Context: an optimization exercise on an open-source flow, tuned for small area, a short achievable clock period and few clock cycles. The choices shown serve that exercise and are no tape-out recipe. At most, simulation tests tie the RTL to the original design; equivalence was not proved. The RTL of run 1 was laid out without a check of its function. Power and IR drop assume default switching activity.

===== design.v =====
module h1_crc8 (
    input  wire [31:0] x,
    output wire [31:0] y
);
    assign y[0] = ^(x & 32'h04D101DF);
    assign y[1] = ^(x & 32'h09A203BE);
    assign y[2] = ^(x & 32'h1344077D);
    assign y[3] = ^(x & 32'h26880EFA);
    assign y[4] = ^(x & 32'h4D101DF4);
    assign y[5] = ^(x & 32'h9A203BE9);
    assign y[6] = ^(x & 32'h3091760D);
    assign y[7] = ^(x & 32'h6122EC1A);
    assign y[8] = ^(x & 32'hC245D835);
    assign y[9] = ^(x & 32'h805AB1B5);
    assign y[10] = ^(x & 32'h046462B5);
    assign y[11] = ^(x & 32'h08C8C56A);
    assign y[12] = ^(x & 32'h11918AD4);
    assign y[13] = ^(x & 32'h232315A9);
    assign y[14] = ^(x & 32'h46462B53);
    assign y[15] = ^(x & 32'h8C8C56A6);
    assign y[16] = ^(x & 32'h1DC9AC92);
    assign y[17] = ^(x & 32'h3B935924);
    assign y[18] = ^(x & 32'h7726B249);
    assign y[19] = ^(x & 32'hEE4D6493);
    assign y[20] = ^(x & 32'hD84BC8F9);
    assign y[21] = ^(x & 32'hB446902D);
    assign y[22] = ^(x & 32'h6C5C2184);
    assign y[23] = ^(x & 32'hD8B84309);
    assign y[24] = ^(x & 32'hB5A187CC);
    assign y[25] = ^(x & 32'h6F920E46);
    assign y[26] = ^(x & 32'hDF241C8C);
    assign y[27] = ^(x & 32'hBA9938C7);
    assign y[28] = ^(x & 32'h71E37051);
    assign y[29] = ^(x & 32'hE3C6E0A3);
    assign y[30] = ^(x & 32'hC35CC098);
    assign y[31] = ^(x & 32'h826880EF);
endmodule
module h1_parser (
    input  wire        clk,
    input  wire        rst,
    input  wire        cmd_valid,
    output wire        cmd_ready,
    input  wire [15:0] cmd_len,
    input  wire [31:0] cmd_seed,
    input  wire [2:0]  cmd_crc_len,
    input  wire        din_valid,
    output wire        din_ready,
    input  wire [31:0] din_data,
    output wire        rsp_valid,
    input  wire        rsp_ready,
    output wire [2:0]  rsp_status,
    output wire [2:0]  rsp_kind,
    output wire [31:0] rsp_w0,
    output wire [31:0] rsp_w1,
    output wire [31:0] rsp_w2,
    output wire [31:0] rsp_w3,
    output wire [15:0] rsp_h,
    output wire [7:0]  rsp_b0,
    output wire [7:0]  rsp_b1
);
    localparam [2:0] ST_OK = 3'd0, ST_UNKNOWN = 3'd1, ST_TRUNCATED = 3'd2,
                     ST_CRC = 3'd3, ST_TRAILING = 3'd4, ST_MALFORMED = 3'd5;
    localparam [2:0] K_SREQ = 3'd0, K_SREP = 3'd1, K_PING = 3'd2, K_OOO = 3'd3,
                     K_ACK = 3'd4, K_DATA = 3'd5, K_FRAG = 3'd6, K_MULTI = 3'd7;
    localparam [1:0] M_PFX = 2'd0, M_OPC = 2'd1, M_L4 = 2'd2, M_L4B = 2'd3;
    reg         hv;          
    reg  [31:0] H;           
    reg  [23:0] Q;           
    reg         active;      
    reg         endst;       
    reg         zl;          
    reg  [13:0] jb;          
    reg  [13:0] lbi;         
    reg         lastb;       
    reg  [5:0]  bi;          
    reg  [4:0]  lsm;         
    reg         lbig;        
    reg  [2:0]  cl;          
    reg  [1:0]  pp;          
    reg  [1:0]  uu;          
    reg         tonly;       
    reg         applied;     
    reg         need_q;      
    reg  [31:0] r;           
    reg         rv;
    reg  [2:0]  kind;
    reg  [2:0]  st_early;    
    reg         crc_bad;
    reg  [2:0]  st_body;     
    reg  [31:0] w0, w1, w2, w3;
    reg  [15:0] hh;
    reg  [7:0]  bb0, bb1;
    reg         wen;
    reg  [1:0]  wm;
    reg  [17:0] v;           
    reg  [15:0] dd;          
    reg  [16:0] lsq;         
    reg         armed;       
    reg  [4:0]  zs;          
    function [18:0] addc(input [17:0] a, input [17:0] b, input ci);
        reg [17:0] g, p, gk, pk;
        integer d, i;
        begin
            g = a & b;
            p = a ^ b;
            gk = g;
            pk = p;
            for (d = 1; d < 18; d = d * 2)
                for (i = 17; i >= d; i = i - 1) begin
                    gk[i] = gk[i] | (pk[i] & gk[i - d]);
                    pk[i] = pk[i] & pk[i - d];
                end
            addc[0] = p[0] ^ ci;
            for (i = 1; i < 18; i = i + 1)
                addc[i] = p[i] ^ (gk[i - 1] | (pk[i - 1] & ci));
            addc[18] = gk[17] | (pk[17] & ci);
        end
    endfunction
    function [3:0] classify(input [15:0] op);    
        case (op)
            16'h0001: classify = {1'b1, K_SREQ};
            16'h0002: classify = {1'b1, K_SREP};
            16'h0006: classify = {1'b1, K_PING};
            16'h0011: classify = {1'b1, K_OOO};
            16'h0015: classify = {1'b1, K_ACK};
            16'h0009: classify = {1'b1, K_DATA};
            16'h000D: classify = {1'b1, K_FRAG};
            16'h0003: classify = {1'b1, K_MULTI};
            default:  classify = {1'b0, 3'd0};
        endcase
    endfunction
    function [4:0] min_len(input [2:0] k);
        case (k)
            K_SREQ:  min_len = 5'd18;
            K_SREP:  min_len = 5'd22;
            K_PING:  min_len = 5'd2;
            K_MULTI: min_len = 5'd2;
            default: min_len = 5'd4;
        endcase
    endfunction
    function bearing(input [2:0] k);
        bearing = (k == K_OOO) || (k == K_ACK) || (k == K_DATA) || (k == K_FRAG) || (k == K_MULTI);
    endfunction
    wire freeze = rv && !rsp_ready;
    wire fb     = active && !endst && hv;      
    wire fbw    = fb && !freeze;
    wire [7:0] wb [0:6];
    assign wb[0] = Q[7:0];   assign wb[1] = Q[15:8];  assign wb[2] = Q[23:16];
    assign wb[3] = H[7:0];   assign wb[4] = H[15:8];  assign wb[5] = H[23:16];
    assign wb[6] = H[31:24];
    wire [3:0]  o_cls   = classify({H[7:0], H[15:8]});
    wire [2:0]  o_kind  = o_cls[2:0];
    wire        o_bear  = bearing(o_kind);
    wire        o_multi = (H[15:0] == 16'h0300);
    wire [2:0]  o_n     = o_bear ? cl : 3'd0;
    wire [5:0]  o_need  = {1'b0, min_len(o_kind)} + {3'd0, o_n};
    wire [2:0]  o_early = (!lbig && (lsm < 5'd2))          ? ST_TRUNCATED :
                          !o_cls[3]                         ? ST_UNKNOWN :
                          (!lbig && ({1'b0, lsm} < o_need)) ? ST_TRUNCATED : ST_OK;
    wire        o_trail = ((o_kind == K_SREP) && (lbig || (lsm > 5'd22))) ||
                          ((o_kind == K_PING) && (lbig || (lsm > 5'd2))) ||
                          (((o_kind == K_OOO) || (o_kind == K_ACK)) &&
                           (lbig || ({1'b0, lsm} > {3'd0, o_n} + 6'd4)));
    wire        is_sreq0 = (o_kind == K_SREQ) && o_cls[3];
    wire        need_now = bi[0] ? (o_bear && (cl != 3'd0)) : need_q;
    wire [31:0] t4;
    h1_crc8 u_t4 (.x(r), .y(t4));
    reg  [31:0] chunk;
    always @(*) begin
        case (pp)
            2'd0: chunk = {wb[6], wb[5], wb[4], wb[3]};
            2'd1: chunk = {wb[5], wb[4], wb[3], wb[2]};
            2'd2: chunk = {wb[4], wb[3], wb[2], wb[1]};
            default: chunk = {wb[3], wb[2], wb[1], wb[0]};
        endcase
    end
    wire [31:0] crc_res = ~t4;
    reg  [7:0]  tb0, tb1, tb2, tb3;
    always @(*) begin
        case (uu)
            2'd0: begin tb0 = wb[3]; tb1 = wb[2]; tb2 = wb[1]; tb3 = wb[0]; end
            2'd1: begin tb0 = wb[4]; tb1 = wb[3]; tb2 = wb[2]; tb3 = wb[1]; end
            2'd2: begin tb0 = wb[5]; tb1 = wb[4]; tb2 = wb[3]; tb3 = wb[2]; end
            default: begin tb0 = wb[6]; tb1 = wb[5]; tb2 = wb[4]; tb3 = wb[3]; end
        endcase
    end
    wire crc_mis = ((tb0 != crc_res[7:0])   && (cl > 3'd0)) ||
                   ((tb1 != crc_res[15:8])  && (cl > 3'd1)) ||
                   ((tb2 != crc_res[23:16]) && (cl > 3'd2)) ||
                   ((tb3 != crc_res[31:24]) && (cl > 3'd3));
    wire crc_beat  = !(lastb && tonly);
    wire apply     = fbw && crc_beat && !applied;
    wire crc_stall = lastb && !tonly && need_now && !applied;
    wire        at_j   = (v[17:2] == {2'b00, jb});
    wire        won    = wen && (st_body == ST_OK) && !((wm == M_PFX) && (dd == 16'd0));
    wire        wstep  = won && !freeze && at_j && (endst ? (v[1:0] != 2'b11) : fb);
    reg  [7:0]  s0, s1, s2;
    always @(*) begin
        case (v[1:0])
            2'd0:    begin s0 = wb[0]; s1 = wb[1]; s2 = wb[2]; end
            2'd1:    begin s0 = wb[1]; s1 = wb[2]; s2 = wb[3]; end
            2'd2:    begin s0 = wb[2]; s1 = wb[3]; s2 = wb[4]; end
            default: begin s0 = wb[3]; s1 = wb[4]; s2 = wb[5]; end
        endcase
    end
    wire        s0_ff   = &s0;
    wire        l16_ff  = &{s1, s2};
    wire        d_le2   = (dd[15:2] == 14'd0) && (dd[1:0] != 2'b11);
    wire        d_lt7   = (dd[15:3] == 13'd0) && (dd[2:0] != 3'b111);
    wire        d_hi0   = (dd[15:8] == 8'd0);
    wire        m_pfx  = (wm == M_PFX);
    wire        k_dir  = m_pfx && !d_le2 && !s0_ff;           
    wire        k_long = m_pfx && !d_le2 && s0_ff && l16_ff;
    wire        k_3    = (m_pfx && !d_le2 && s0_ff && !(l16_ff && d_lt7)) || (wm == M_L4);
    wire        k_opc  = (wm == M_OPC);
    wire        ent    = k_dir || k_opc;
    wire [2:0]  w_err  = (m_pfx && d_le2) ? (s0_ff ? ST_MALFORMED : ST_TRUNCATED) :
                         (k_long && d_lt7) ? ST_MALFORMED : ST_OK;
    wire [1:0]  wm_n   = k_dir ? M_PFX :
                         (m_pfx && !l16_ff) ? M_OPC :
                         m_pfx ? M_L4 :
                         (wm == M_L4) ? M_L4B :
                         (wm == M_L4B) ? M_OPC : M_PFX;
    wire [15:0] tsel = k_dir ? {8'd0, s0} : k_3 ? 16'd2 : k_opc ? lsq[15:0] : 16'd0;
    wire        tci  = !k_opc;
    wire [18:0] v_add  = addc(v, {2'b00, tsel}, tci);
    wire [18:0] dd_sub = addc({2'b00, dd}, {2'b11, ~tsel}, !tci);
    wire [15:0] ent_op = k_opc ? {s0, s1} : {s1, s2};
    wire [16:0] ent_ls = k_opc ? lsq : {9'd0, s0};
    wire [18:0] s0_cmp = addc({10'd0, s0}, {10'd0, ~dd[7:0]}, 1'b1);       
    wire [18:0] ls_cmp = addc({2'b00, lsq[15:0]}, {2'b00, ~dd}, 1'b0);     
    wire        e_over = k_opc ? (lsq[16] || ls_cmp[16]) : (d_hi0 && s0_cmp[8]);
    wire [3:0]  e_cls   = classify(ent_op);
    wire [2:0]  e_kind  = e_cls[2:0];
    wire        e_short = e_over || (ent_ls[15:0] < 16'd2);
    wire        e_lt    = (ent_ls[15:5] == 11'd0) && (ent_ls[4:0] < min_len(e_kind));
    wire        e_trail = ((e_kind == K_SREP) && (ent_ls[15:0] > 16'd22)) ||
                          ((e_kind == K_PING) && (ent_ls[15:0] > 16'd2)) ||
                          (((e_kind == K_OOO) || (e_kind == K_ACK)) && (ent_ls[15:0] > 16'd4));
    wire [2:0]  e_err   = e_short            ? ST_TRUNCATED :
                          !e_cls[3]          ? ST_UNKNOWN :
                          (e_kind == K_MULTI) ? ST_MALFORMED :
                          e_lt               ? ST_TRUNCATED :
                          e_trail            ? ST_TRAILING : ST_OK;
    wire [2:0]  step_err = ent ? e_err : w_err;
    wire        e_sreq  = ent && (e_err == ST_OK) && (e_kind == K_SREQ);
    wire        w_stall = won && fb && at_j && (
                   (m_pfx          && (v[1:0] == 2'd0) && ((wb[0] == 8'd2) || (wb[0] == 8'hFF))) ||
                   ((wm == M_L4)   && (v[1:0] == 2'd0)) ||
                   ((wm == M_L4B)  && (v[1:0] != 2'd3)) ||
                   (k_opc          && (lsq[16:2] == 15'd0) && ({1'b0, lsq[1:0]} + {1'b0, v[1:0]} <= 3'd3)));
    wire [18:0] jb_inc = addc({4'd0, jb}, 18'd0, 1'b1);
    wire        z_end  = (v[17:2] == {2'b00, jb_inc[13:0]});
    wire [3:0]  zb;
    assign zb[0] = (H[7:0] == 8'd0);
    assign zb[1] = (H[15:8] == 8'd0);
    assign zb[2] = (H[23:16] == 8'd0);
    assign zb[3] = (H[31:24] == 8'd0);
    reg        z_trail, z_endok;
    integer k;
    always @(*) begin
        z_trail = 1'b0;
        z_endok = 1'b0;
        for (k = 0; k < 4; k = k + 1) begin
            if (zb[k] && (zs <= k) && (!z_end || (v[1:0] > k)))
                z_trail = 1'b1;
            if (zb[k] && (zs <= k) && (v[1:0] == k))
                z_endok = 1'b1;
        end
    end
    wire [2:0] z_err = !armed ? ST_OK :
                       z_trail ? ST_TRAILING :
                       (z_end && !z_endok) ? ST_TRUNCATED : ST_OK;
    wire adv     = fb && !w_stall && !crc_stall && !freeze;
    wire w_busy  = won || (bi[0] && o_multi);
    wire comp_a  = adv && lastb && !w_busy;
    wire comp_b  = active && endst && !freeze && !(won && at_j && (v[1:0] != 2'b11));
    wire completing = comp_a || comp_b;
    assign cmd_ready = !active || completing;
    assign din_ready = !hv || adv;
    wire   cmd_take  = cmd_valid && cmd_ready;
    wire [1:0] c_p = cmd_crc_len[1:0] - cmd_len[1:0];
    reg  [31:0] r_init;
    always @(*) begin
        case (c_p)
            2'd0: r_init = 32'hFFFFFFFF ^ cmd_seed;
            2'd1: r_init = 32'hF0958FD9 ^ {cmd_seed[23:0], 8'd0};
            2'd2: r_init = 32'h9A1C9D90 ^ {cmd_seed[15:0], 16'd0};
            default: r_init = 32'hA32E2681 ^ {cmd_seed[7:0], 24'd0};
        endcase
    end
    wire [18:0] c_lbi = addc({4'd0, cmd_len[15:2]}, 18'h3FFFF, cmd_len[1:0] != 2'd0);
    wire [18:0] c_dd  = addc({2'b00, cmd_len}, {13'h1FFF, ~({2'b00, cmd_crc_len} + 5'd2)}, 1'b1);
    wire [18:0] c_v   = addc({2'b00, cmd_len}, 18'd3, 1'b0);
    wire c_tonly = ((cmd_len[1:0] != 2'd0) && ({1'b0, cmd_len[1:0]} <= cmd_crc_len)) ||
                   ((cmd_len[1:0] == 2'd0) && (cmd_crc_len == 3'd4));
    wire [18:0] dd_m2  = addc({2'b00, dd}, 18'h3FFFD, 1'b1);      
    wire [18:0] v_m22  = addc(v, 18'h3FFE9, 1'b1);                
    wire [18:0] cnt_inc = addc({2'b00, w0[15:0]}, 18'd0, 1'b1);
    wire [2:0] status = (st_early != ST_OK) ? st_early : crc_bad ? ST_CRC : st_body;
    wire       ok     = (st_early == ST_OK) && !crc_bad && (st_body == ST_OK);
    wire       g_w0   = ok && (kind != K_PING) && (kind != K_OOO) && (kind != K_ACK);
    wire       g_w    = ok && ((kind == K_SREQ) || (kind == K_SREP));
    wire       g_h    = ok && (kind != K_PING) && (kind != K_MULTI);
    wire       g_b    = ok && (kind == K_SREP);
    assign rsp_valid  = rv;
    assign rsp_status = status;
    assign rsp_kind   = ok ? kind : 3'd0;
    assign rsp_w0     = g_w0 ? w0 : 32'd0;
    assign rsp_w1     = g_w ? w1 : 32'd0;
    assign rsp_w2     = g_w ? w2 : 32'd0;
    assign rsp_w3     = g_w ? w3 : 32'd0;
    assign rsp_h      = g_h ? hh : 16'd0;
    assign rsp_b0     = g_b ? bb0 : 8'd0;
    assign rsp_b1     = g_b ? bb1 : 8'd0;
    wire [15:0] lanes01 = {H[7:0], H[15:8]};
    wire [15:0] lanes23 = {H[23:16], H[31:24]};
    wire        k_srep  = (kind == K_SREP);
    wire        k_sreq  = (kind == K_SREQ);
    always @(posedge clk) begin
        if (rst) begin
            hv      <= 1'b0;
            active  <= 1'b0;
            endst   <= 1'b0;
            rv      <= 1'b0;
            wen     <= 1'b0;
            armed   <= 1'b0;
            applied <= 1'b0;
        end else begin
            if (din_valid && din_ready) hv <= 1'b1;
            else if (adv)               hv <= 1'b0;
            if (completing)            rv <= 1'b1;
            else if (rv && rsp_ready)  rv <= 1'b0;
            if (cmd_take) begin
                active  <= 1'b1;
                endst   <= (cmd_len == 16'd0);
                wen     <= 1'b0;
                armed   <= 1'b0;
                applied <= 1'b0;
            end else begin
                if (completing) active <= 1'b0;
                if (adv && lastb) endst <= 1'b1;
                if (adv) applied <= 1'b0;
                else if (apply) applied <= 1'b1;
                if (fbw && bi[0]) begin
                    wen   <= o_multi && (o_early == ST_OK);
                    armed <= is_sreq0;
                end else begin
                    if (e_sreq && wstep) armed <= 1'b1;
                    else if (fbw && armed && (z_end || z_err != ST_OK)) armed <= 1'b0;
                end
            end
        end
    end
    always @(posedge clk) begin
        if (din_valid && din_ready) H <= din_data;
        if (cmd_take) begin
            Q     <= cmd_seed[31:8];
            r     <= r_init;
            lsm   <= cmd_len[4:0];
            lbig  <= (cmd_len[15:5] != 11'd0);
            cl    <= cmd_crc_len;
            pp    <= c_p;
            uu    <= cmd_len[1:0] - 2'd1;
            tonly <= c_tonly;
            jb    <= 14'd0;
            lbi   <= c_lbi[13:0];
            lastb <= (cmd_len[15:2] == 14'd0) || (cmd_len == 16'd4);
            bi    <= 6'b000001;
            zl    <= (cmd_len == 16'd0);
            dd    <= c_dd[15:0];
            v     <= c_v[17:0];
        end else begin
            if (adv) begin
                Q     <= H[31:8];
                jb    <= jb_inc[13:0];
                lastb <= (jb_inc[13:0] == lbi);
                bi    <= {bi[4:0], 1'b0};
            end
            if (apply) r <= t4 ^ chunk;
            if (fbw && bi[0] && o_multi)
                v <= 18'd5;
            else if (wstep)
                v <= v_add[17:0];
            if (wstep)
                dd <= dd_sub[15:0];
        end
        if (comp_b && zl) begin
            st_early <= ST_TRUNCATED;
            kind     <= 3'd0;
        end
        if (fbw && bi[0]) begin
            kind     <= o_kind;
            st_early <= o_early;
            need_q   <= o_bear && (cl != 3'd0);
            w0[31:16] <= ((o_kind == K_SREQ) || (o_kind == K_SREP)) ? lanes23 : 16'd0;
            w0[15:0]  <= ((o_kind == K_DATA) || (o_kind == K_FRAG)) ? dd_m2[15:0] : 16'd0;
            hh        <= (o_kind == K_SREQ) ? v_m22[15:0] : lanes23;
            wm        <= M_PFX;
        end
        if (fbw && bi[0])
            st_body <= o_trail ? ST_TRAILING : ST_OK;
        else if (st_body == ST_OK) begin
            if (fbw && z_err != ST_OK)
                st_body <= z_err;
            else if (wstep && step_err != ST_OK)
                st_body <= step_err;
        end
        if (fbw && lastb)
            crc_bad <= need_now && crc_mis;
        if (fbw) begin
            if (bi[1]) begin
                if (k_sreq || k_srep) w0[15:0] <= lanes01;
                w1[31:16] <= lanes23;
            end
            if (bi[2]) begin
                w1[15:0]  <= lanes01;
                bb0       <= H[23:16];
                bb1       <= H[31:24];
            end
            if (bi[2] || (bi[3] && k_srep)) w2[31:16] <= lanes23;
            if (bi[3] && k_srep)            hh        <= lanes01;
            if ((bi[3] && !k_srep) || (bi[4] && k_srep)) w2[15:0] <= lanes01;
            if ((bi[3] && !k_srep) || (bi[4] && k_srep)) w3[31:16] <= lanes23;
            if ((bi[4] && !k_srep) || (bi[5] && k_srep)) w3[15:0] <= lanes01;
        end
        if (wstep) begin
            wm <= wm_n;
            if (ent)
                w0[15:0] <= cnt_inc[15:0];
            if (m_pfx && !l16_ff)
                lsq <= {1'b0, s1, s2};
            if (wm == M_L4)
                lsq <= {(s0 != 8'd0) || (s1 != 8'd0), s2, 8'd0};
            if (wm == M_L4B)
                lsq[7:0] <= s0;
        end
        if (wstep && e_sreq)
            zs <= {3'd0, v[1:0]} + (k_opc ? 5'd15 : 5'd16) - (adv ? 5'd4 : 5'd0);
        else if (adv && bi[0])
            zs <= 5'd14;
        else if (adv)
            zs <= (zs >= 5'd4) ? zs - 5'd4 : 5'd0;
    end
endmodule

===== config.mk =====
export PLATFORM = sky130hd
export DESIGN_NAME = h1_parser
export DESIGN_NICKNAME = h1_parser
export VERILOG_FILES = /design/flow/design.v
export SDC_FILE = /design/flow/constraint.sdc
export NUM_CORES = 4
export LEC_CHECK = 0
export CAP_MARGIN = 20
export CORE_MARGIN = 2
export CORE_UTILIZATION = 40
export PLACE_DENSITY = 0.6
export SLEW_MARGIN = 20

===== run.sh =====
#!/bin/bash
# synth_recipe.tcl (not shown) runs the flow's synth.tcl, then flattens the netlist and writes it again
# the make line also repeats each setting of config.mk as NAME=value (left out here)
make -C /OpenROAD-flow-scripts/flow DESIGN_CONFIG=/design/flow/config.mk WORK_HOME=/design/flow/orfs CLKGATE_MAP_FILE= SYNTH_SCRIPT=/design/flow/synth_recipe.tcl finish

===== constraint.sdc =====
create_clock -name core_clock -period 5.5 [get_ports {clk}]
set_input_delay 1.1000 -clock core_clock [delete_from_list [all_inputs] [get_ports {clk}]]
set_output_delay 1.1000 -clock core_clock [all_outputs]
set_load 0.01 [all_outputs]

==> impl_metrics.csv, run 1 <==
group,metric,value,unit
synthesis,synth_compound_area_frac,0.104,
place,port_buffers,256,
power,power_leakage,11.7,nW
sta,rsz0062_at_grt,"no",
synthesis,async_reset_ff_frac,0,
route,vias_per_cell,5.88,
sta,drv_slew,0,
grt,track_usage,0.292,
synthesis,yosysWarnings,1,
route,dr.first_iter.drc_count,2643,
clock_tree,clkSinkCount,377,
clock_tree,cts_setup_buffers,0,
final_layout,layout.cells.non_filler,3798,
critical_path,cp.arrival,4.05,ns
final_layout,design_area,0.0324,sq mm
synthesis,synth_area,0.0271,sq mm
clock_tree,cts_root_buf,"clkbuf_16",
run_status,outcome,"complete, no violations",
power,vdd_ir_drop_max,0.702,mV
synthesis,synth_simple_gate_area_frac,0.167,
grt,grt_pass1_vias,21800,
synthesis,syn_avg_cell_area,10.1,sq um
place,globalplace.congestion,0.969,
clock_tree,insertion_delay,0.62,ns
synthesis,muxShareOfSynthArea,0.0982,
synthesis,ys.flop_type,"edfxtp_1",
sta,period_needed,5.15,ns
synthesis,synth_top_family_by_area,"simple AND/OR/NAND/NOR gates",
synthesis,synth_edf_count,313,
clock_tree,h-tree-depth,2,
synthesis,synthesis.instances,2680,
route,routedWlPerCell,27.4,um
power,p_per_area,676,mW/mm^2
sta,hold_viol,0,
run,maxCapViolCount,0,
worst_hold_path,hold_path_class,"reg -> reg",
sta,finClkSkew,0.0513,ns
sta,hold_ws,0.480,ns
sta,slew_headroom,0.293,
place,hpwl,78500,um
final_layout,area_growth,19.4,%
synthesis,yosys-top-cells-count,"edfxtp_1 (313), xnor2_1 (311), nand2_1 (213)",
grt,grt_first_pass_wirelength,151000,um
synthesis,synth_top_cell_area_share,0.346,
clock_tree,clock_path_buffers,3,
synthesis,synth-xor-area-share,0.150,
grt,antenna_found_initial,2,
sta,fmax,194,MHz
critical_path,crit_type,"reg -> out",
final_layout,fillers,6202,
route,drt.antenna.violating_nets,0,
die,num_rows,95,
die,fp.dieArea,0.0700,sq mm
critical_path,cp-end-kind,"output port",
final_layout,finalNetCount,3069,
synthesis,post-synth-top-area-cell,"edfxtp_1",
sta,post-route-period-util,0.937,
clock_tree,clk_pin_slew,0.06,ns
grt,grt_overflow,0,
sta,setup_viol,0,
die,start_util,0.404,
critical_path,critPathLaunchType,"register",
synthesis,synth.area.top_cells,"edfxtp_1 (35%), xnor2_1 (10%), mux4_2 (7.4%)",
place,post-place-cells,3711,
critical_path,critical_path.max_fanout,17,
grt,grt_max_degree,113,
die,die_h,264,um
route,drc,0,
critical_path,cp.required,4.40,ns
sta,worst_slew_pin_slew,1.06,ns
sta,fin_tns_setup,0,ns
synthesis,yosysUniqueCellTypes,95,
route,vias,22300,
synthesis,synth.most_common_cell,"edfxtp_1",
clock_tree,cts_buffers,45,
synthesis,synth-seq-cells,377,
die,top_level_ports,257,
route,dr.pass1.iters,6,
die,core-area,0.0672,sq mm
route,routed_wl,104000,um
synthesis,synthAdderAreaFrac,0.0456,
final_layout,drive_gt1_frac,0.112,
clock_tree,tritoncts,"built",
synthesis,ys_seq_area_frac,0.394,
synthesis,syn_nets,2864,
place,placed_area,0.0308,sq mm
die,die_w,264,um
## layout make-up
type / instances / area [sq um] / share of cell area
sequential: 377 / 10700 / 0.330
antenna: 3 / 7.51 / 0.000232
timing repair buffer: 346 / 3290 / 0.101
multi-input combinational: 2017 / 15400 / 0.475
clock buffer: 57 / 1290 / 0.0400
tap: 873 / 1090 / 0.0337
clock inverter: 27 / 283 / 0.00873
inverter: 98 / 370 / 0.0114
## registers in the layout, indices dropped and copies added (netlist names), 14 cells and up, named ones only
| name | count |
|---|---|
| lbi | 14 |
| w2 | 32 |
| dd | 16 |
| lsq | 17 |
| v | 18 |
| jb | 14 |
| H | 32 |
| w1 | 32 |
| w0 | 32 |
| w3 | 32 |
| r | 32 |
| Q | 24 |
| hh | 16 |
## worst max-delay path, cell delays in order (launching register included)
cell and delay [ns]:
edfxtp_1 0.58, buf_4 0.25, nor4_1 0.41, nand2_1 0.26, nor3_2 0.33, a31oi_1 0.12
or4_1 0.47, nand3_4 0.12, buf_4 0.27, nand2_1 0.11, clkdlybuf4s50_1 0.48
## kinds of logic (layout without fill, tap and decap cells)
family,Yosys count,after routing
compound gates,444,444
xor+xnor,448,448
fa+ha+maj,96,96
buf+inv,286,528
flops,377,377
mux,147,147
other cells,0,3
simple gates,882,882
## routing by layer
metal | GRT usage | routed length, um
met1 | 0.371 | 41200
met4 | 0.126 | 4930
met5 | 0 | 0
met3 | 0.0375 | 6680
met2 | 0.500 | 51200
## worst paths after layout
check / cells after the start / start / to / slack, ns
worst max-delay path: 10 / H[4]$_DFFE_PP_ / din_ready / 0.35
worst min-delay path: 2 / bi[1]$_SDFFE_PP0P_ / bi[2]$_SDFFE_PP0P_ / 0.48
worst max register to register: 16 / dd[13]$_DFFE_PP_ / dd[15]$_DFFE_PP_ / 0.49
worst min register to register: 2 / bi[1]$_SDFFE_PP0P_ / bi[2]$_SDFFE_PP0P_ / 0.48
## cell usage in the layout (no fill, tap or decap), drive strengths merged, types with 17 or more instances in the layout
| cell | count |
|---|---|
| edfxtp | 313 |
| xnor2 | 312 |
| clkdlybuf4s50 | 256 |
| nand2 | 214 |
| nor2 | 181 |
| and2 | 174 |
| a21oi | 166 |
| xor2 | 127 |
| inv | 96 |
| ha | 91 |
| buf | 90 |
| mux4 | 89 |
| o21ai | 88 |
| dfxtp | 64 |
| nand3 | 59 |
| clkbuf | 57 |
| nor3 | 53 |
| and3 | 44 |
| mux2i | 43 |
| nor4 | 30 |
| nand4 | 24 |
| clkinv | 23 |
| nand2b | 22 |
| a22oi | 19 |
| a211oi | 19 |
| o22ai | 19 |
| or3 | 19 |
| or4 | 17 |
## where the power goes
part / total (W) / switching (W) / leakage (nW) / internal (W)
registers: 0.00441 / 0.000652 / 3.44 / 0.00376
logic: 0.0143 / 0.00848 / 7.52 / 0.00586
clock network: 0.00315 / 0.00132 / 0.775 / 0.00183
## repair_timing
action / CTS / global route
hold buffers: 0 / 0
setup endpoints to repair: 0 / 1
gates resized for setup: 0 / 1
endpoints found under the hold margin: 0 / 0
## per-stage QoR
step,util,worst slack (ns),total power [W]
6_report,0.482,0.349,0.0219
5_1_grt,0.482,0.120,0.0228
4_1_cts,0.482,0.321,0.0218
3_5_place_dp,0.459,0.373,0.0185
3_3_place_gp,0.459,0.407,0.0185
2_1_floorplan,-,0.348,0.0141
==> run 2, diff against run 1 <==
--- a/design.v
+++ b/design.v
@@ -68,2 +68,4 @@
     reg  [23:0] Q;           
+    reg         sv;          
+    reg  [31:0] S;           
     reg         active;      
@@ -85,2 +87,4 @@
     reg         rv;
+    reg         fin;         
+    reg  [2:0]  o_status, o_kind_q;
     reg  [2:0]  kind;
@@ -164,3 +168,3 @@
     wire        is_sreq0 = (o_kind == K_SREQ) && o_cls[3];
-    wire        need_now = bi[0] ? (o_bear && (cl != 3'd0)) : need_q;
+    wire        need_now = bi[0] ? (cl != 3'd0) : need_q;
     wire [31:0] t4;
@@ -223,6 +227,11 @@
                          (wm == M_L4B) ? M_OPC : M_PFX;
-    wire [15:0] tsel = k_dir ? {8'd0, s0} : k_3 ? 16'd2 : k_opc ? lsq[15:0] : 16'd0;
-    wire        tci  = !k_opc;
-    wire [18:0] v_add  = addc(v, {2'b00, tsel}, tci);
-    wire [18:0] dd_sub = addc({2'b00, dd}, {2'b11, ~tsel}, !tci);
+    wire        k_pb   = m_pfx && !s0_ff;
+    wire [15:0] tsel   = (m_pfx || (wm == M_L4)) ? 16'd2 : k_opc ? lsq[15:0] : 16'd0;
+    wire        tci    = !k_opc;
+    wire [18:0] v_addb  = addc(v, {2'b00, tsel}, tci);
+    wire [18:0] dd_subb = addc({2'b00, dd}, {2'b11, ~tsel}, !tci);
+    wire [18:0] v_adda  = addc(v, {10'd0, s0}, 1'b1);
+    wire [18:0] dd_suba = addc({2'b00, dd}, {10'h3FF, ~s0}, 1'b0);
+    wire [17:0] v_add   = k_pb ? v_adda[17:0] : v_addb[17:0];
+    wire [15:0] dd_sub  = k_pb ? dd_suba[15:0] : dd_subb[15:0];
     wire [15:0] ent_op = k_opc ? {s0, s1} : {s1, s2};
@@ -278,5 +287,6 @@
     wire completing = comp_a || comp_b;
-    assign cmd_ready = !active || completing;
-    assign din_ready = !hv || adv;
-    wire   cmd_take  = cmd_valid && cmd_ready;
+    assign cmd_ready = !active;
+    assign din_ready = !sv;
+    wire   cmd_take  = cmd_valid && !active;
+    wire   din_fire  = din_valid && !sv;
     wire [1:0] c_p = cmd_crc_len[1:0] - cmd_len[1:0];
@@ -306,11 +316,11 @@
     assign rsp_valid  = rv;
-    assign rsp_status = status;
-    assign rsp_kind   = ok ? kind : 3'd0;
-    assign rsp_w0     = g_w0 ? w0 : 32'd0;
-    assign rsp_w1     = g_w ? w1 : 32'd0;
-    assign rsp_w2     = g_w ? w2 : 32'd0;
-    assign rsp_w3     = g_w ? w3 : 32'd0;
-    assign rsp_h      = g_h ? hh : 16'd0;
-    assign rsp_b0     = g_b ? bb0 : 8'd0;
-    assign rsp_b1     = g_b ? bb1 : 8'd0;
+    assign rsp_status = o_status;
+    assign rsp_kind   = o_kind_q;
+    assign rsp_w0     = w0;
+    assign rsp_w1     = w1;
+    assign rsp_w2     = w2;
+    assign rsp_w3     = w3;
+    assign rsp_h      = hh;
+    assign rsp_b0     = bb0;
+    assign rsp_b1     = bb1;
     wire [15:0] lanes01 = {H[7:0], H[15:8]};
@@ -322,2 +332,4 @@
             hv      <= 1'b0;
+            sv      <= 1'b0;
+            fin     <= 1'b0;
             active  <= 1'b0;
@@ -329,5 +341,11 @@
         end else begin
-            if (din_valid && din_ready) hv <= 1'b1;
-            else if (adv)               hv <= 1'b0;
-            if (completing)            rv <= 1'b1;
+            if (adv) begin
+                hv <= sv || din_fire;
+                sv <= 1'b0;
+            end else if (din_fire) begin
+                hv <= 1'b1;
+                sv <= hv;
+            end
+            fin <= completing;
+            if (fin)                   rv <= 1'b1;
             else if (rv && rsp_ready)  rv <= 1'b0;
@@ -355,3 +373,5 @@
     always @(posedge clk) begin
-        if (din_valid && din_ready) H <= din_data;
+        if (adv ? !sv : !hv) H <= din_data;
+        else if (adv)        H <= S;
+        if (!adv && hv && !sv) S <= din_data;
         if (cmd_take) begin
@@ -383,5 +403,5 @@
             else if (wstep)
-                v <= v_add[17:0];
+                v <= v_add;
             if (wstep)
-                dd <= dd_sub[15:0];
+                dd <= dd_sub;
         end
@@ -409,3 +429,3 @@
         if (fbw && lastb)
-            crc_bad <= need_now && crc_mis;
+            crc_bad <= (bi[0] ? (o_bear && (cl != 3'd0)) : need_q) && crc_mis;
         if (fbw) begin
@@ -426,2 +446,17 @@
         end
+        if (fin) begin
+            o_status <= status;
+            o_kind_q <= ok ? kind : 3'd0;
+            if (!g_w0) w0 <= 32'd0;
+            if (!g_w) begin
+                w1 <= 32'd0;
+                w2 <= 32'd0;
+                w3 <= 32'd0;
+            end
+            if (!g_h) hh <= 16'd0;
+            if (!g_b) begin
+                bb0 <= 8'd0;
+                bb1 <= 8'd0;
+            end
+        end
         if (wstep) begin
==> impl_metrics.csv, run 2 <==
group,metric,value,unit
run_status,outcome,"complete, no violations",
synthesis,yosysUniqueCellTypes,92,
power,pwr-share-comb,0.650,
synthesis,ys_seq_area_frac,0.362,
critical_path,cp.required,5.78,ns
sta,fmax,197,MHz
sta,post-route-period-util,0.922,
synthesis,synth.area.top_cells,"edfxtp_1 (23%), dfxtp_1 (13%), xnor2_1 (9.3%)",
synthesis,synth.most_common_cell,"nand2_1",
route,routedWlPerCell,24.7,um
grt,grt_max_degree,126,
critical_path,critPathBufInv,3,
die,start_util,0.402,
synthesis,syn_avg_cell_area,8.95,sq um
grt,gr-usage-met2,0.439,
route,dr.first_iter.drc_count,3176,
critical_path,critical_path.max_fanout,18,
synthesis,muxShareOfSynthArea,0.0895,
clock_tree,cts_setup_buffers,0,
clock_tree,h-tree-depth,2,
clock_tree,cts_root_buf,"clkbuf_16",
synthesis,syn_nets,3463,
final_layout,diodes,0,
die,top_level_ports,257,
route,dr.pass1.iters,6,
grt,use_met1,0.398,
die,die_h,274,um
final_layout,fillers,6991,
sta,period_needed,5.07,ns
die,num_rows,99,
grt,antenna_found_initial,1,
critical_path,cp-end-kind,"register",
final_layout,layout_common_cells,"nand2_1 (553), xnor2_1 (311), clkdlybuf4s50_1 (256), a21oi_1 (227), edfxtp_1 (223)",
critical_path,max_stage_delay,0.88,ns
clock_tree,clk_pin_slew,0.06,ns
synthesis,synth_edf_count,223,
grt,grt_use_met3,0.0505,
clock_tree,clkSinkCount,417,
synthesis,ys.flop_type,"edfxtp_1",
worst_hold_path,hold_path_class,"reg -> reg",
route,vias,25600,
sta,hold_viol,0,
power,internal-power,0.0123,W
synthesis,yosys-top-cells-count,"nand2_1 (555), xnor2_1 (311), a21oi_1 (228)",
final_layout,finalNetCount,3603,
die,die_w,274,um
power,p_seq_frac,0.209,
clock_tree,clock_path_buffers,3,
sta,finClkSkew,0.0407,ns
route,routed_wl,109000,um
sta,worst_slew_pin_slew,1.09,ns
final_layout,layout.cells.non_filler,4400,
synthesis,synth-seq-cells,417,
place,hpwl,81000,um
synthesis,yosysWarnings,1,
sta,slew_headroom,0.276,
route,vias_per_cell,5.81,
run,maxCapViolCount,0,
clock_tree,postCtsHoldBufs,0,
clock_tree,ctsResizeCount,0,
sta,fin_tns_setup,0,ns
place,dp_slack,0.409,ns
grt,grt_first_pass_wirelength,159000,um
clock_tree,insertion_delay,0.63,ns
power,vdd_ir_drop_max,0.826,mV
synthesis,synth_top_family_by_area,"simple AND/OR/NAND/NOR gates",
synthesis,synthesis.instances,3262,
critical_path,path_cells,"buf_4 -> clkinv_1 -> mux4_2 -> and3_1 -> o21ai_1 -> a21oi_1 -> o21ai_1 -> inv_1 -> ha_1 -> nand4_1 -> o31a_1 -> or4_1 -> nand3_1 -> a21oi_2 -> nor3_1 -> o41ai_1 -> a21oi_1",
critical_path,crit_type,"reg -> reg",
synthesis,synth_compound_area_frac,0.137,
critical_path,critPathLaunchType,"register",
synthesis,synth_area,0.0292,sq mm
grt,grt_pass1_vias,23900,
critical_path,cp.arrival,5.35,ns
synthesis,post-synth-top-area-cell,"edfxtp_1",
place,post-place-cells,4311,
power,switchingPower,0.0108,W
sta,rsz0062_at_grt,"no",
synthesis,async_reset_ff_frac,0,
clock_tree,cts_buffers,47,
die,fp.dieArea,0.0752,sq mm
grt,track_usage,0.281,
synthesis,synth_top_cell_area_share,0.229,
power,p_clk_frac,0.141,
place,port_buffers,256,
die,core-area,0.0726,sq mm
grt,grt_overflow,0,
power,p_per_area,673,mW/mm^2
route,drt.antenna.violating_nets,0,
route,drc,0,
sta,setup_viol,0,
sta,drv_slew,0,
final_layout,drive_gt1_frac,0.0860,
final_layout,area_growth,17.5,%
place,globalplace.congestion,0.969,
synthesis,synth-xor-area-share,0.145,
final_layout,final_common_cell,"nand2_1",
sta,layout_setup_ws,0.428,ns
clock_tree,tritoncts,"built",
power,p_sw_frac,0.467,
grt,grt.busiest_layer,"met2",
critical_path,path_delay_family,"compound AO/OA/AOI/OAI gates",
synthesis,synthAdderAreaFrac,0.0506,
synthesis,synth_simple_gate_area_frac,0.164,
power,power_leakage,12.8,nW
critical_path,crit_path_top_delay_cell,"edfxtp_1",
## run 2: tightest hold or removal path, delay by kind of cell (launching register included)
family,cells,cell delay [ns]
flip-flops,1,0.31
AND/OR/NAND/NOR,1,0.05
AO/OA/AOI/OAI,1,0.05
## run 2: cells by family (layout without fill, tap and decap cells)
group                    count (synthesis)  in the layout
AND/OR/NAND/NOR                       1067           1067
AO/OA/AOI/OAI                          637            637
XOR/XNOR                               469            469
flip-flops                             417            417
buffers and inverters                  377            556
multiplexers                           180            180
adder cells (fa/ha/maj)                115            115
## run 2: path summary, 6_finish.rpt
check	cells after the start	slack, ns	end	start
worst max-delay path	17	0.43	st_body[0]$_SDFFCE_PP0P_	v[1]$_DFFE_PP_
worst min-delay path	2	0.45	w2[18]$_DFF_P_	w2[18]$_DFF_P_
worst max register to register	17	0.43	st_body[0]$_SDFFCE_PP0P_	v[1]$_DFFE_PP_
worst min register to register	2	0.45	w2[18]$_DFF_P_	w2[18]$_DFF_P_
## run 2: area by class of cell
| type | instances | area [sq um] | share of cell area |
|---|---|---|---|
| clock inverters | 18 | 185 | 0.00540 |
| clock buffers | 70 | 1400 | 0.0409 |
| inverters | 123 | 467 | 0.0136 |
| multi-input cells | 2468 | 17200 | 0.501 |
| well taps | 959 | 1200 | 0.0350 |
| repair buffers | 345 | 3280 | 0.0956 |
| flip-flops and latches | 417 | 10600 | 0.308 |
## run 2: routing by layer
metal	routed length, um	share of wire
met5	8	0.000074
met3	9630	0.089
met4	3360	0.031
met2	48400	0.44
met1	47400	0.44
## run 2: per-stage QoR
step | hold slack (ns) | cell area (sq um) | total power, W | utilization
after floorplan | 0.441 | 29200 | 0.0151 | -
after global placement | 0.438 | 32700 | 0.0194 | 0.451
after detailed placement | 0.444 | 32700 | 0.0194 | 0.451
after CTS | 0.451 | 34300 | 0.0227 | 0.473
after global routing | 0.472 | 34300 | 0.0241 | 0.473
final | 0.451 | 34300 | 0.0231 | 0.473
## run 2: power by group through the flow
stage / logic (W) / clock network (W) / registers [W]
3_5_place_dp: 0.0145 / 0 / 0.00486
6_report: 0.0150 / 0.00326 / 0.00482
3_3_place_gp: 0.0146 / 0 / 0.00486
2_1_floorplan: 0.0107 / 0 / 0.00440
4_1_cts: 0.0146 / 0.00329 / 0.00480
5_1_grt: 0.0158 / 0.00342 / 0.00485
Testbench counts of run 2, summed over its fixed seeds: cycles 59,858.
==> run 3, diff against run 2 <==
--- a/config.mk
+++ b/config.mk
@@ -11,2 +11,3 @@
 export PLACE_DENSITY = 0.6
+export SETUP_SLACK_MARGIN = 2.5
 export SLEW_MARGIN = 20
==> impl_metrics.csv, run 3 <==
group,metric,value,unit
critical_path,critical_path.max_fanout,6,
synthesis,synth.area.top_cells,"edfxtp_1 (23%), dfxtp_1 (13%), xnor2_1 (9.3%)",
critical_path,crit_type,"reg -> reg",
synthesis,synth.most_common_cell,"nand2_1",
sta,fin_tns_setup,0,ns
synthesis,ys_seq_area_frac,0.362,
power,p_clk_frac,0.121,
synthesis,synth_area,0.0292,sq mm
power,total_power,0.0264,W
worst_hold_path,hp-start,"w2[29]$_DFF_P_",
place,globalplace.congestion,0.987,
final_layout,finalNetCount,3874,
clock_tree,postCtsHoldBufs,0,
sta,setup_viol,0,
die,num_rows,99,
route,dr.first_iter.drc_count,3039,
final_layout,area_growth,35.1,%
synthesis,synthesis.instances,3262,
synthesis,yosys-top-cells-count,"nand2_1 (555), xnor2_1 (311), a21oi_1 (228)",
run,maxCapViolCount,0,
sta,worst_slew_pin_slew,1.09,ns
die,die_w,274,um
critical_path,worst-r2r-setup-slack,1.16,ns
place,placed_area,0.0330,sq mm
final_layout,fillers,6467,
clock_tree,clkSinkCount,417,
clock_tree,cts_root_buf,"clkbuf_16",
route,drt.antenna.violating_nets,0,
worst_hold_path,whs_path_depth,2,
clock_tree,clk_pin_slew,0.06,ns
run_status,outcome,"complete, no violations",
critical_path,cp.required,5.82,ns
synthesis,yosysWarnings,1,
die,core-area,0.0726,sq mm
sta,slew_headroom,0.274,
final_layout,layout_common_cells,"nand2_1 (491), xnor2_1 (258), clkdlybuf4s50_1 (251), buf_4 (246), edfxtp_1 (223)",
sta,hold_ws,0.450,ns
grt,grt_overflow,0,
sta,finClkSkew,0.0686,ns
worst_hold_path,whs_endpoint,"w2[29]$_DFF_P_",
die,fp.dieArea,0.0752,sq mm
synthesis,syn_nets,3463,
place,hpwl,80700,um
clock_tree,tritoncts,"built",
power,p_per_area,668,mW/mm^2
sta,hold_viol,0,
critical_path,rr_endpoint,"st_body[2]$_DFFE_PP_",
route,vias_per_cell,5.91,
worst_hold_path,hold_path_class,"reg -> reg",
synthesis,synth-seq-cells,417,
power,p_seq_frac,0.176,
synthesis,async_reset_ff_frac,0,
grt,grt_max_degree,126,
critical_path,cp.arrival,4.65,ns
final_layout,drive_gt1_frac,0.239,
power,p_sw_frac,0.462,
critical_path,timing.rr.start,"v[1]$_DFFE_PP_",
sta,fmax,231,MHz
synthesis,post-synth-top-area-cell,"edfxtp_1",
critical_path,r2r_cells,17,
clock_tree,cts_buffers,47,
place,port_buffers,256,
clock_tree,h-tree-depth,2,
power,internal-power,0.0142,W
critical_path,cp-end-kind,"register",
grt,grt_first_pass_wirelength,167000,um
synthesis,ys.flop_type,"edfxtp_1",
die,start_util,0.402,
route,routed_wl,120000,um
die,top_level_ports,257,
synthesis,synth_edf_count,223,
final_layout,final_common_cell,"nand2_1",
sta,rsz0062_at_grt,"yes",
synthesis,syn_avg_cell_area,8.95,sq um
route,dr.pass1.iters,6,
grt,antenna_found_initial,3,
clock_tree,insertion_delay,0.63,ns
final_layout,seq_area,0.0106,sq mm
grt,track_usage,0.297,
synthesis,yosysUniqueCellTypes,92,
power,vdd_ir_drop_max,1.95,mV
die,die_h,274,um
route,vias,27600,
power,pwr-share-comb,0.703,
clock_tree,clock_path_buffers,3,
route,routedWlPerCell,25.6,um
final_layout,multi_input_area,0.0196,sq mm
power,switchingPower,0.0122,W
sta,drv_slew,0,
synthesis,synth_top_cell_area_share,0.229,
final_layout,design_area,0.0395,sq mm
critical_path,critPathLaunchType,"register",
sta,period_needed,4.34,ns
route,drc,0,
sta,post-route-period-util,0.788,
critical_path,crit_path_start,"v[1]$_DFFE_PP_",
power,power_leakage,15.1,nW
grt,grt_pass1_vias,25000,
==> run 3: cell counts after synthesis <==
No cell type changed its count.
==> run 3: per-layer routing <==
layer	part of all wire	up-vias	GRT usage
met4	0.043	4	0.105
met3	0.099	339	0.0532
met2	0.44	1598	0.453
li1	-	12300	-
met1	0.42	13300	0.420
met5	0.00023	-	0
==> run 3: final cells by class <==
class | instances | area share
Multi-Input combinational cell | 2479 | 0.497
Timing Repair inverter | 3 | 0.00105
Inverter | 123 | 0.0131
Clock inverter | 18 | 0.00514
Antenna cell | 2 | 0.000127
Sequential cell | 417 | 0.268
Timing Repair Buffer | 602 | 0.151
Tap cell | 959 | 0.0304
Clock buffer | 70 | 0.0336
==> run 3: per-stage QoR <==
stage	utilization	setup WS (ns)	instances
global placement	0.454	0.591	4303
detailed placement	0.454	0.487	4304
floorplan	-	1.28	3262
finish	0.544	1.16	4673
CTS	0.515	1.16	4581
global route	0.544	0.976	4672
==> run 3: power groups by stage <==
stage                     clock, W  sequential (W)  combinational [W]
after floorplan                  0         0.00440             0.0108
after global placement           0         0.00488             0.0147
after detailed placement         0         0.00487             0.0146
after CTS                  0.00322         0.00466             0.0172
after global routing       0.00334         0.00468             0.0193
final                      0.00318         0.00465             0.0185
==> run 3: kinds of logic after synthesis <==
| family | after synthesis | share of synthesized area |
|---|---|---|
| xor+xnor | 469 | 0.145 |
| mux | 180 | 0.0895 |
| simple gates | 1067 | 0.164 |
| fa+ha+maj | 115 | 0.0506 |
| compound gates | 637 | 0.137 |
| buf+inv | 377 | 0.0513 |
| flops | 417 | 0.362 |
==> run 3: worst max-delay path by stage <==
| stage | to | slack (ns) |
|---|---|---|
| after floorplan | st_body[0]$_SDFFCE_PP0P_ | 1.28 |
| after global placement | st_body[0]$_SDFFCE_PP0P_ | 0.59 |
| after detailed placement | st_body[0]$_SDFFCE_PP0P_ | 0.49 |
| after CTS | st_body[0]$_SDFFCE_PP0P_ | 1.16 |
| after global routing | st_body[1]$_SDFFCE_PP0P_ | 0.98 |
| final | st_body[2]$_DFFE_PP_ | 1.16 |
==> run 3: repair_timing <==
action                                  CTS  global route
cloned                                   11            18
setup buffers                           178            72
pin swaps                                89           137
gates resized for setup                 264           277
endpoints found under the setup margin  347           265
==> run 3: critical path: stages (launching register included) <==
cell      delay (ns)
edfxtp_1        0.41
buf_12          0.15
mux4_2          0.57
or4_4           0.46
nor4_4          0.30
or2_4           0.19
o21ai_2         0.05
ha_1            0.30
inv_1           0.06
o211ai_1        0.20
a211oi_2        0.11
o31a_1          0.13
or4_4           0.42
nand3_2         0.08
a21oi_2         0.07
nor3_2          0.21
o41ai_2         0.11
a21oi_2         0.20
==> run 4, diff against run 3 <==
--- a/design.v
+++ b/design.v
@@ -77,4 +77,3 @@
     reg  [5:0]  bi;          
-    reg  [4:0]  lsm;         
-    reg         lbig;        
+    reg         f_lt2, f_lt18, f_lt22, f_ltm, f_lt4c, f_gt2, f_gt22, f_gt4c;
     reg  [2:0]  cl;          
@@ -159,10 +158,18 @@
     wire [2:0]  o_n     = o_bear ? cl : 3'd0;
-    wire [5:0]  o_need  = {1'b0, min_len(o_kind)} + {3'd0, o_n};
-    wire [2:0]  o_early = (!lbig && (lsm < 5'd2))          ? ST_TRUNCATED :
-                          !o_cls[3]                         ? ST_UNKNOWN :
-                          (!lbig && ({1'b0, lsm} < o_need)) ? ST_TRUNCATED : ST_OK;
-    wire        o_trail = ((o_kind == K_SREP) && (lbig || (lsm > 5'd22))) ||
-                          ((o_kind == K_PING) && (lbig || (lsm > 5'd2))) ||
-                          (((o_kind == K_OOO) || (o_kind == K_ACK)) &&
-                           (lbig || ({1'b0, lsm} > {3'd0, o_n} + 6'd4)));
+    reg         o_short;     
+    always @(*) begin
+        case (o_kind)
+            K_SREQ:  o_short = f_lt18;
+            K_SREP:  o_short = f_lt22;
+            K_PING:  o_short = 1'b0;
+            K_MULTI: o_short = f_ltm;
+            default: o_short = f_lt4c;
+        endcase
+    end
+    wire [2:0]  o_early = f_lt2     ? ST_TRUNCATED :
+                          !o_cls[3] ? ST_UNKNOWN :
+                          o_short   ? ST_TRUNCATED : ST_OK;
+    wire        o_trail = ((o_kind == K_SREP) && f_gt22) ||
+                          ((o_kind == K_PING) && f_gt2) ||
+                          (((o_kind == K_OOO) || (o_kind == K_ACK)) && f_gt4c);
     wire        is_sreq0 = (o_kind == K_SREQ) && o_cls[3];
@@ -232,6 +239,10 @@
     wire [18:0] dd_subb = addc({2'b00, dd}, {2'b11, ~tsel}, !tci);
-    wire [18:0] v_adda  = addc(v, {10'd0, s0}, 1'b1);
-    wire [18:0] dd_suba = addc({2'b00, dd}, {10'h3FF, ~s0}, 1'b0);
-    wire [17:0] v_add   = k_pb ? v_adda[17:0] : v_addb[17:0];
-    wire [15:0] dd_sub  = k_pb ? dd_suba[15:0] : dd_subb[15:0];
+    wire [18:0] v_lo    = addc({10'd0, v[7:0]}, {10'd0, s0}, 1'b1);
+    wire [18:0] v_hinc  = addc({8'd0, v[17:8]}, 18'd0, 1'b1);
+    wire [18:0] dd_lo   = addc({10'd0, dd[7:0]}, {10'd0, ~s0}, 1'b0);
+    wire [18:0] dd_hdec = addc({10'd0, dd[15:8]}, 18'h3FFFF, 1'b0);
+    wire [17:0] v_adda  = {v_lo[8] ? v_hinc[9:0] : v[17:8], v_lo[7:0]};
+    wire [15:0] dd_suba = {dd_lo[8] ? dd[15:8] : dd_hdec[7:0], dd_lo[7:0]};
+    wire [17:0] v_add   = k_pb ? v_adda : v_addb[17:0];
+    wire [15:0] dd_sub  = k_pb ? dd_suba : dd_subb[15:0];
     wire [15:0] ent_op = k_opc ? {s0, s1} : {s1, s2};
@@ -241,9 +252,14 @@
     wire        e_over = k_opc ? (lsq[16] || ls_cmp[16]) : (d_hi0 && s0_cmp[8]);
-    wire [3:0]  e_cls   = classify(ent_op);
+    reg         pe_v;
+    reg  [15:0] pe_op;
+    reg  [16:0] pe_ls;
+    reg         pe_over;
+    reg  [4:0]  pe_zs;       
+    wire [3:0]  e_cls   = classify(pe_op);
     wire [2:0]  e_kind  = e_cls[2:0];
-    wire        e_short = e_over || (ent_ls[15:0] < 16'd2);
-    wire        e_lt    = (ent_ls[15:5] == 11'd0) && (ent_ls[4:0] < min_len(e_kind));
-    wire        e_trail = ((e_kind == K_SREP) && (ent_ls[15:0] > 16'd22)) ||
-                          ((e_kind == K_PING) && (ent_ls[15:0] > 16'd2)) ||
-                          (((e_kind == K_OOO) || (e_kind == K_ACK)) && (ent_ls[15:0] > 16'd4));
+    wire        e_short = pe_over || (pe_ls[15:0] < 16'd2);
+    wire        e_lt    = (pe_ls[15:5] == 11'd0) && (pe_ls[4:0] < min_len(e_kind));
+    wire        e_trail = ((e_kind == K_SREP) && (pe_ls[15:0] > 16'd22)) ||
+                          ((e_kind == K_PING) && (pe_ls[15:0] > 16'd2)) ||
+                          (((e_kind == K_OOO) || (e_kind == K_ACK)) && (pe_ls[15:0] > 16'd4));
     wire [2:0]  e_err   = e_short            ? ST_TRUNCATED :
@@ -253,4 +269,3 @@
                           e_trail            ? ST_TRAILING : ST_OK;
-    wire [2:0]  step_err = ent ? e_err : w_err;
-    wire        e_sreq  = ent && (e_err == ST_OK) && (e_kind == K_SREQ);
+    wire        e_sreq  = pe_v && (e_err == ST_OK) && (e_kind == K_SREQ);
     wire        w_stall = won && fb && at_j && (
@@ -333,2 +348,3 @@
             sv      <= 1'b0;
+            pe_v    <= 1'b0;
             fin     <= 1'b0;
@@ -348,2 +364,3 @@
             end
+            pe_v <= wstep && ent;
             fin <= completing;
@@ -366,3 +383,3 @@
                 end else begin
-                    if (e_sreq && wstep) armed <= 1'b1;
+                    if (e_sreq) armed <= 1'b1;
                     else if (fbw && armed && (z_end || z_err != ST_OK)) armed <= 1'b0;
@@ -379,4 +396,10 @@
             r     <= r_init;
-            lsm   <= cmd_len[4:0];
-            lbig  <= (cmd_len[15:5] != 11'd0);
+            f_lt2  <= (cmd_len < 16'd2);
+            f_lt18 <= (cmd_len < 16'd18);
+            f_lt22 <= (cmd_len < 16'd22);
+            f_gt2  <= (cmd_len > 16'd2);
+            f_gt22 <= (cmd_len > 16'd22);
+            f_ltm  <= (cmd_len[15:3] == 13'd0) && ({1'b0, cmd_len[2:0]} < {1'b0, cmd_crc_len} + 4'd2);
+            f_lt4c <= (cmd_len[15:4] == 12'd0) && ({1'b0, cmd_len[3:0]} < {2'b00, cmd_crc_len} + 5'd4);
+            f_gt4c <= (cmd_len[15:4] != 12'd0) || ({1'b0, cmd_len[3:0]} > {2'b00, cmd_crc_len} + 5'd4);
             cl    <= cmd_crc_len;
@@ -423,6 +446,8 @@
         else if (st_body == ST_OK) begin
-            if (fbw && z_err != ST_OK)
+            if (pe_v && e_err != ST_OK)
+                st_body <= e_err;
+            else if (wstep && w_err != ST_OK)
+                st_body <= w_err;
+            else if (fbw && z_err != ST_OK)
                 st_body <= z_err;
-            else if (wstep && step_err != ST_OK)
-                st_body <= step_err;
         end
@@ -472,4 +497,10 @@
         end
-        if (wstep && e_sreq)
-            zs <= {3'd0, v[1:0]} + (k_opc ? 5'd15 : 5'd16) - (adv ? 5'd4 : 5'd0);
+        if (wstep) begin
+            pe_op   <= ent_op;
+            pe_ls   <= ent_ls;
+            pe_over <= e_over;
+            pe_zs   <= {3'd0, v[1:0]} + (k_opc ? 5'd15 : 5'd16) - (adv ? 5'd4 : 5'd0);
+        end
+        if (e_sreq)
+            zs <= pe_zs - (adv ? 5'd4 : 5'd0);
         else if (adv && bi[0])
==> impl_metrics.csv, run 4 <==
group,metric,value,unit
final_layout,area_growth,36.7,%
clock_tree,cts_buffers,51,
die,die_w,278,um
final_layout,finish.utilization,0.551,
grt,grt_first_pass_wirelength,171000,um
sta,finClkSkew,0.0559,ns
clock_tree,tritoncts,"built",
route,vias_per_cell,5.94,
power,power_leakage,15.5,nW
power,p_per_area,741,mW/mm^2
synthesis,async_reset_ff_frac,0,
grt,antenna_found_initial,4,
final_layout,finalNetCount,3840,
sta,setup_viol,0,
sta,hold_ws,0.454,ns
run_status,outcome,"complete, no violations",
grt,grt_overflow,0,
worst_hold_path,hold_path_class,"reg -> reg",
clock_tree,clock_path_buffers,3,
place,port_buffers,256,
sta,drv_slew,0,
synthesis,synth_area,0.0300,sq mm
final_layout,seq_area,0.0119,sq mm
synthesis,yosysWarnings,1,
synthesis,synth-seq-cells,462,
route,routed_wl,121000,um
final_layout,fillers,6375,
synthesis,synth.most_common_cell,"nand2_1",
synthesis,yosysUniqueCellTypes,84,
route,drt.antenna.violating_nets,0,
synthesis,yosys-top-cells-count,"nand2_1 (455), xnor2_1 (294), edfxtp_1 (263)",
place,globalplace.congestion,0.974,
clock_tree,cts_root_buf,"clkbuf_16",
final_layout,drive_gt1_frac,0.274,
route,dr.first_iter.drc_count,3201,
sta,rsz0062_at_grt,"yes",
die,core-area,0.0743,sq mm
route,vias,27600,
die,fp.dieArea,0.0771,sq mm
run,maxCapViolCount,0,
synthesis,ys.flop_type,"edfxtp_1",
critical_path,cp.required,5.85,ns
synthesis,synth_edf_count,263,
sta,hold_viol,0,
critical_path,critical_path.max_fanout,7,
place,hpwl,78700,um
synthesis,synth.area.top_cells,"edfxtp_1 (26%), dfxtp_1 (13%), xnor2_1 (8.6%)",
critical_path,crit_type,"reg -> reg",
final_layout,diodes,0,
clock_tree,clkSinkCount,462,
die,start_util,0.403,
synthesis,post-synth-top-area-cell,"edfxtp_1",
synthesis,synthesis.instances,3159,
clock_tree,h-tree-depth,2,
critical_path,cp.arrival,3.80,ns
route,routedWlPerCell,25.9,um
place,dp_slack,1.09,ns
die,top_level_ports,257,
grt,grt_max_degree,97,
critical_path,cp-end-kind,"register",
sta,worst_slew_pin_slew,1.18,ns
synthesis,syn_nets,3359,
die,die_h,278,um
clock_tree,postCtsHoldBufs,0,
sta,layout_setup_ws,2.06,ns
sta,fin_tns_setup,0,ns
final_layout,multi_input_area,0.0195,sq mm
final_layout,final_common_cell,"nand2_1",
sta,post-route-period-util,0.626,
route,drc,0,
place,post-place-cells,4224,
power,vdd_ir_drop_max,1.03,mV
grt,track_usage,0.296,
critical_path,critPathLaunchType,"register",
die,num_rows,100,
grt,grt_pass1_vias,25900,
clock_tree,clk_pin_slew,0.07,ns
sta,slew_headroom,0.212,
sta,period_needed,3.44,ns
final_layout,layout.cells.non_filler,4651,
synthesis,synth_top_cell_area_share,0.264,
synthesis,syn_avg_cell_area,9.49,sq um
synthesis,ys_seq_area_frac,0.396,
final_layout,layout_common_cells,"nand2_1 (431), buf_4 (320), edfxtp_1 (263), clkdlybuf4s50_1 (244), xnor2_1 (208)",
route,dr.pass1.iters,14,
clock_tree,insertion_delay,0.67,ns
sta,fmax,290,MHz
[run 4: cell types whose count changed after synthesis, moves of 11 or more]
cell | before | now
nor2_1 | 182 | 201
mux2i_1 | 89 | 62
nand2_1 | 555 | 455
mux4_2 | 62 | 73
mux2_2 | 26 | 45
clkbuf_1 | 214 | 201
edfxtp_1 | 223 | 263
nor3_1 | 58 | 75
a22oi_1 | 11 | 22
xnor2_1 | 311 | 294
o211ai_1 | 16 | 42
a21oi_1 | 228 | 208
[run 4: worst paths after layout]
kind / from / endpoint / slack (ns) / cells after the start
hold reg to reg: w3[19]$_DFF_P_ / w3[19]$_DFF_P_ / 0.45 / 2
hold / removal: w3[19]$_DFF_P_ / w3[19]$_DFF_P_ / 0.45 / 2
setup reg to reg: wm[1]$_SDFFCE_PP0P_ / dd[15]$_DFFE_PP_ / 2.06 / 14
setup / recovery: wm[1]$_SDFFCE_PP0P_ / dd[15]$_DFFE_PP_ / 2.06 / 14
[run 4: area by class of cell]
cell class | instances | area share
multi-input combinational | 2357 | 0.477
tap | 969 | 0.0296
sequential | 462 | 0.290
timing repair buffer | 645 | 0.147
clock buffer | 66 | 0.0345
timing repair inverter | 2 | 0.000428
inverter | 121 | 0.0129
clock inverter | 29 | 0.00843
[run 4: power by group]
group | internal, W | switching, W
combinational | 0.0103 | 0.0115
clock | 0.00203 | 0.00158
sequential | 0.00442 | 0.000558
[run 4: per-stage QoR]
stage               total power, W  cell area (sq um)
floorplan                   0.0152              30600
global placement            0.0199              33800
detailed placement          0.0198              33900
CTS                         0.0277              39200
global route                0.0312              41000
finish                      0.0304              41000
[run 4: kinds of logic after synthesis]
kind of cell | count (synthesis) | synth area share
xor+xnor | 463 | 0.141
compound gates | 622 | 0.131
fa+ha+maj | 113 | 0.0488
simple gates | 967 | 0.145
flops | 462 | 0.396
buf+inv | 351 | 0.0449
mux | 181 | 0.0930
[run 4: routing by layer]
| layer | vias to the layer above | global-route usage | share of wire | routed length [um] |
|---|---|---|---|---|
| li1 | 12200 | - | - | - |
| met1 | 13400 | 0.386 | 0.39 | 46900 |
| met2 | 1614 | 0.458 | 0.45 | 54100 |
| met3 | 368 | 0.0736 | 0.10 | 12500 |
| met4 | 4 | 0.147 | 0.058 | 6990 |
| met5 | - | 0 | 0.00019 | 23 |
[run 4: timing repair]
action	CTS	global route
pin swaps	108	90
setup endpoints to repair	347	224
cloned	17	6
setup buffers	207	102
resized for setup	352	178
[run 4: critical path, stage by stage (launching register included)]
cell,delay (ns)
edfxtp_1,0.42
nand2b_4,0.23
inv_16,0.10
nand2_8,0.05
ha_4,0.20
and3b_1,0.19
o21a_1,0.23
o2111a_2,0.31
o221a_4,0.27
o41ai_4,0.23
o211ai_1,0.17
o31ai_2,0.34
mux2i_1,0.13
o211ai_1,0.21
o21ai_1,0.09
Testbench counts of run 4, summed over its fixed seeds: cycles 59,858.

## what the ideal ports hide
Ports are ideal in the flow. The routed layouts listed here were re-timed in OpenROAD. Step 1 sets driving cells, clkbuf_16 on the clock port and buf_2 on the other inputs (assumed; they add their load-dependent delay and slew). Step 2 also shifts input and output timing later by t, the mid clock arrival at the registers, as if the neighbouring blocks saw the same clock. a / b / c = ideal ports / drivers / drivers and shift; a / b = the first two.
run | t, ns | slack for setup (ns) | worst hold slack (ns) | worst register clock-pin slew, ns | worst data-port slew with drivers (ns)
run 1 | 0.657 | 0.349 / 0.288 / 0.485 | 0.480 / 0.480 / 0.480 | 0.07 / 0.07 | 0.10
run 2 | 0.684 | 0.428 / 0.428 / 0.428 | 0.451 / 0.451 / 0.451 | 0.07 / 0.07 | 0.13
run 3 | 0.666 | 1.164 / 1.164 / 1.164 | 0.450 / 0.450 / 0.450 | 0.07 / 0.07 | 0.11
run 4 | 0.709 | 2.057 / 2.057 / 1.693 | 0.454 / 0.454 / 0.454 | 0.07 / 0.07 | 0.05
After both steps every run listed still meets setup and hold. For run 4, which loses most, drivers alone change the setup slack by 0.000 ns; drivers and shift together by -0.364 ns.
